From an optimization exercise on the open Yosys and OpenROAD flow, aimed at small area and a short achievable clock period; shortcuts taken in it are not production practice.
At most, simulation tests tie the RTL to the original design; equivalence was not proved.
No activity file was given, so power comes from the tool's default toggle rates.

==> flow/design.v <==
module wlfc_fx (
    input  wire        clk,
    input  wire        rst,         
    input  wire        in_valid,
    input  wire [2:0]  in_op,       
    input  wire [63:0] in_a,
    output reg         out_valid,
    output reg  [63:0] out_data
);
    wire [31:0] w = in_a[31:0];
    wire        op_fl = in_op[2];                         
    wire        op_ff = ~in_op[2] & (in_op[1:0] == 2'd1);
    wire        op_in = ~in_op[2] & (in_op[1:0] == 2'd2);
    wire        op_fr = ~in_op[2] & (in_op[1:0] == 2'd3);
    wire [10:0] ff_e  = in_a[62:52];
    wire [41:0] ff_m  = {1'b1, in_a[51:11]};
    wire        ff_hi = ff_e[10];
    wire        ff_lo = ~ff_e[10] & (&ff_e[9:5]);
    wire [41:0] ff_a  = ff_hi ? ff_m : (ff_lo ? {32'd0, ff_m[41:32]} : 42'd0);
    wire [31:0] fl_x = {1'b0, w[30:0] ^ {31{w[31]}}};
    wire [15:0] v1;  wire [15:0] p1;
    wire [7:0]  v2;  wire [15:0] p2;
    wire [3:0]  v3;  wire [11:0] p3;
    wire [1:0]  v4;  wire [7:0]  p4;
    genvar g;
    generate
        for (g = 0; g < 16; g = g + 1) begin : l1
            assign v1[g] = fl_x[2*g+1] | fl_x[2*g];
            assign p1[g] = fl_x[2*g+1];
        end
        for (g = 0; g < 8; g = g + 1) begin : l2
            assign v2[g] = v1[2*g+1] | v1[2*g];
            assign p2[2*g+1 -: 2] = v1[2*g+1] ? {1'b1, p1[2*g+1]} : {1'b0, p1[2*g]};
        end
        for (g = 0; g < 4; g = g + 1) begin : l3
            assign v3[g] = v2[2*g+1] | v2[2*g];
            assign p3[3*g+2 -: 3] = v2[2*g+1] ? {1'b1, p2[4*g+3 -: 2]} : {1'b0, p2[4*g+1 -: 2]};
        end
        for (g = 0; g < 2; g = g + 1) begin : l4
            assign v4[g] = v3[2*g+1] | v3[2*g];
            assign p4[4*g+3 -: 4] = v3[2*g+1] ? {1'b1, p3[6*g+5 -: 3]} : {1'b0, p3[6*g+2 -: 3]};
        end
    endgenerate
    wire [4:0]  fl_q  = v4[1] ? {1'b1, p4[7:4]} : {1'b0, p4[3:0]};
    wire        fl_xz = ~(v4[1] | v4[0]);
    reg [63:0] sa;
    reg [4:0]  ss;
    always @(*) begin
        if (op_fl) begin
            sa = {w[30:0], 33'd0};
            ss = fl_q;
        end else if (op_ff) begin
            sa = {22'd0, ff_a};
            ss = ~ff_e[4:0];
        end else begin
            sa = {{15{w[31]}}, {8{w[31] & ~op_fr}}, w[31:8] & {24{~op_fr}},
                  w[7] & ~op_in, w[6:0], 9'd0};
            ss = {op_in, op_fr, 3'd0};
        end
    end
    wire [47:0] sh16 = ss[4] ? sa[63:16] : sa[47:0];
    wire [39:0] sh8  = ss[3] ? sh16[47:8] : sh16[39:0];
    wire [35:0] sh4  = ss[2] ? sh8[39:4]  : sh8[35:0];
    wire [33:0] sh2  = ss[1] ? sh4[35:2]  : sh4[33:0];
    wire [32:0] sh   = ss[0] ? sh2[33:1]  : sh2[32:0];
    reg        q_fl;      
    reg        q_ng;      
    reg [4:0]  q_q;
    reg        q_xz;
    reg [32:0] q_sh;
    always @(posedge clk) begin
        if (rst)
            out_valid <= 1'b0;
        else
            out_valid <= in_valid;
        q_fl <= op_fl;
        q_ng <= op_fl ? w[31] : (op_ff & in_a[63]);
        q_q  <= fl_q;
        q_xz <= fl_xz;
        q_sh <= sh[32:0];
    end
    wire [30:0] n_in  = {q_sh[32:9], q_sh[8:2] & {7{q_fl}}};
    wire [30:0] po0 = n_in;
    wire [30:0] po1, po2, po3, po4, po5;
    genvar b;
    generate
        for (b = 0; b < 31; b = b + 1) begin : pfx
            assign po1[b] = (b % 2  >= 1)  ? po0[b] | po0[b - (b % 2)  + 0] : po0[b];
            assign po2[b] = (b % 4  >= 2)  ? po1[b] | po1[b - (b % 4)  + 1] : po1[b];
            assign po3[b] = (b % 8  >= 4)  ? po2[b] | po2[b - (b % 8)  + 3] : po2[b];
            assign po4[b] = (b % 16 >= 8)  ? po3[b] | po3[b - (b % 16) + 7] : po3[b];
            assign po5[b] = (b % 32 >= 16) ? po4[b] | po4[b - (b % 32) + 15] : po4[b];
        end
    endgenerate
    wire [30:0] n_out = n_in ^ ({po5[29:0], 1'b0} & {31{q_ng}});
    wire [8:0]  rnd   = {1'b0, q_sh[8:1]} + {8'd0, q_sh[0]};
    wire [31:0] res   = {n_out[30:7], 8'h00} | {23'd0, rnd};
    wire        fl_p2 = q_ng & ~q_xz & ~|q_sh[32:2];     
    wire        fl_z  = q_xz & ~q_ng;                    
    wire [10:0] fl_e  = fl_z ? 11'd0 : (11'd1015 + {6'd0, q_q} + {10'd0, fl_p2});
    always @(*) begin
        if (q_fl)
            out_data = {q_ng, fl_e, n_out, 21'd0};
        else
            out_data = {32'd0, res};
    end
endmodule
Settings: LEC_CHECK=0, ABC_AREA=1, CAP_MARGIN=20, CORE_MARGIN=2, CORE_UTILIZATION=40, SLEW_MARGIN=20; clock period 5.5 ns.
standard.sh (not shown) runs the stock make flow with config.mk's settings and CLKGATE_MAP_FILE= SYNTH_SCRIPT=/design/flow/synth_recipe.tcl, a recipe that flattens the netlist after the stock synthesis.
==> flow/flow/run.sh <==
#!/bin/bash
# The standard layout (the standard.sh, ORFS synth to finish), except
# that the port buffers ORFS inserts on every input and output use the
# smallest buffer cell, sky130_fd_sc_hd__buf_1, instead of its default.
set -euo pipefail
cd "$(dirname "${BASH_SOURCE[0]}")/.."
bash standard.sh finish "BUFFER_PORTS_ARGS=-buffer_cell sky130_fd_sc_hd__buf_1" > standard_finish.log 2>&1
Next try:
--- a/flow/design.v
+++ b/flow/design.v
@@ -57,13 +57,9 @@
                   w[7] & ~op_in, w[6:0], 9'd0};
             ss = {op_in, op_fr, 3'd0};
         end
     end
-    wire [47:0] sh16 = ss[4] ? sa[63:16] : sa[47:0];
-    wire [39:0] sh8  = ss[3] ? sh16[47:8] : sh16[39:0];
-    wire [35:0] sh4  = ss[2] ? sh8[39:4]  : sh8[35:0];
-    wire [33:0] sh2  = ss[1] ? sh4[35:2]  : sh4[33:0];
-    wire [32:0] sh   = ss[0] ? sh2[33:1]  : sh2[32:0];
+    wire [63:0] sh = sa >> ss;
     reg        q_fl;      
     reg        q_ng;      
     reg [4:0]  q_q;
     reg        q_xz;
The new run went through all stages and came out clean.
Clock power increases by a few percent.
Total power increases by a few percent.
Final area increases by roughly a tenth.
Die area increases by roughly a tenth.
Clock-buffer cell count decreases by 1.
Via count increases by about a fifth.
Worst setup slack is worse by 340 ps.
Worst hold slack is worse by 10 ps.
Core utilization stays flat.
Routed wire length increases by about a fifth.
Flip-flop and latch count does not change.
Global-route usage increases by 0.97 points.
For the second run of this note, only the layout was checked, not whether the RTL still works.

==> re-timing with driven ports <==
How much do the figures lean on ideal ports? The routed layouts below were timed once more, with nothing changed but the port constraints.
Step 1, drivers: a clkbuf_16 drives clk and a buf_2 each remaining input, both assumed.
Step 2 adds t to the input delays and takes it off the output delays; t is the mean of the earliest and latest rising clock arrival at the registers after step 1. Input paths then give back, and output paths get back, about the clock's delay inside the block.
Three values: ideal ports, drivers, drivers and shift; two values: the first two.
run	shift t [ns]	setup slack, ns	worst setup path at the end	worst data-port slew with drivers (ns)
the first run	0.317	1.495 / 1.459 / 1.269	input to register	0.03
the second run	0.330	1.150 / 1.107 / 1.163	input to register	0.04
After both steps every run listed still meets setup and hold. The setup slack of the first run, which loses most, moves by -0.036 ns with the drivers and by -0.226 ns with both steps.
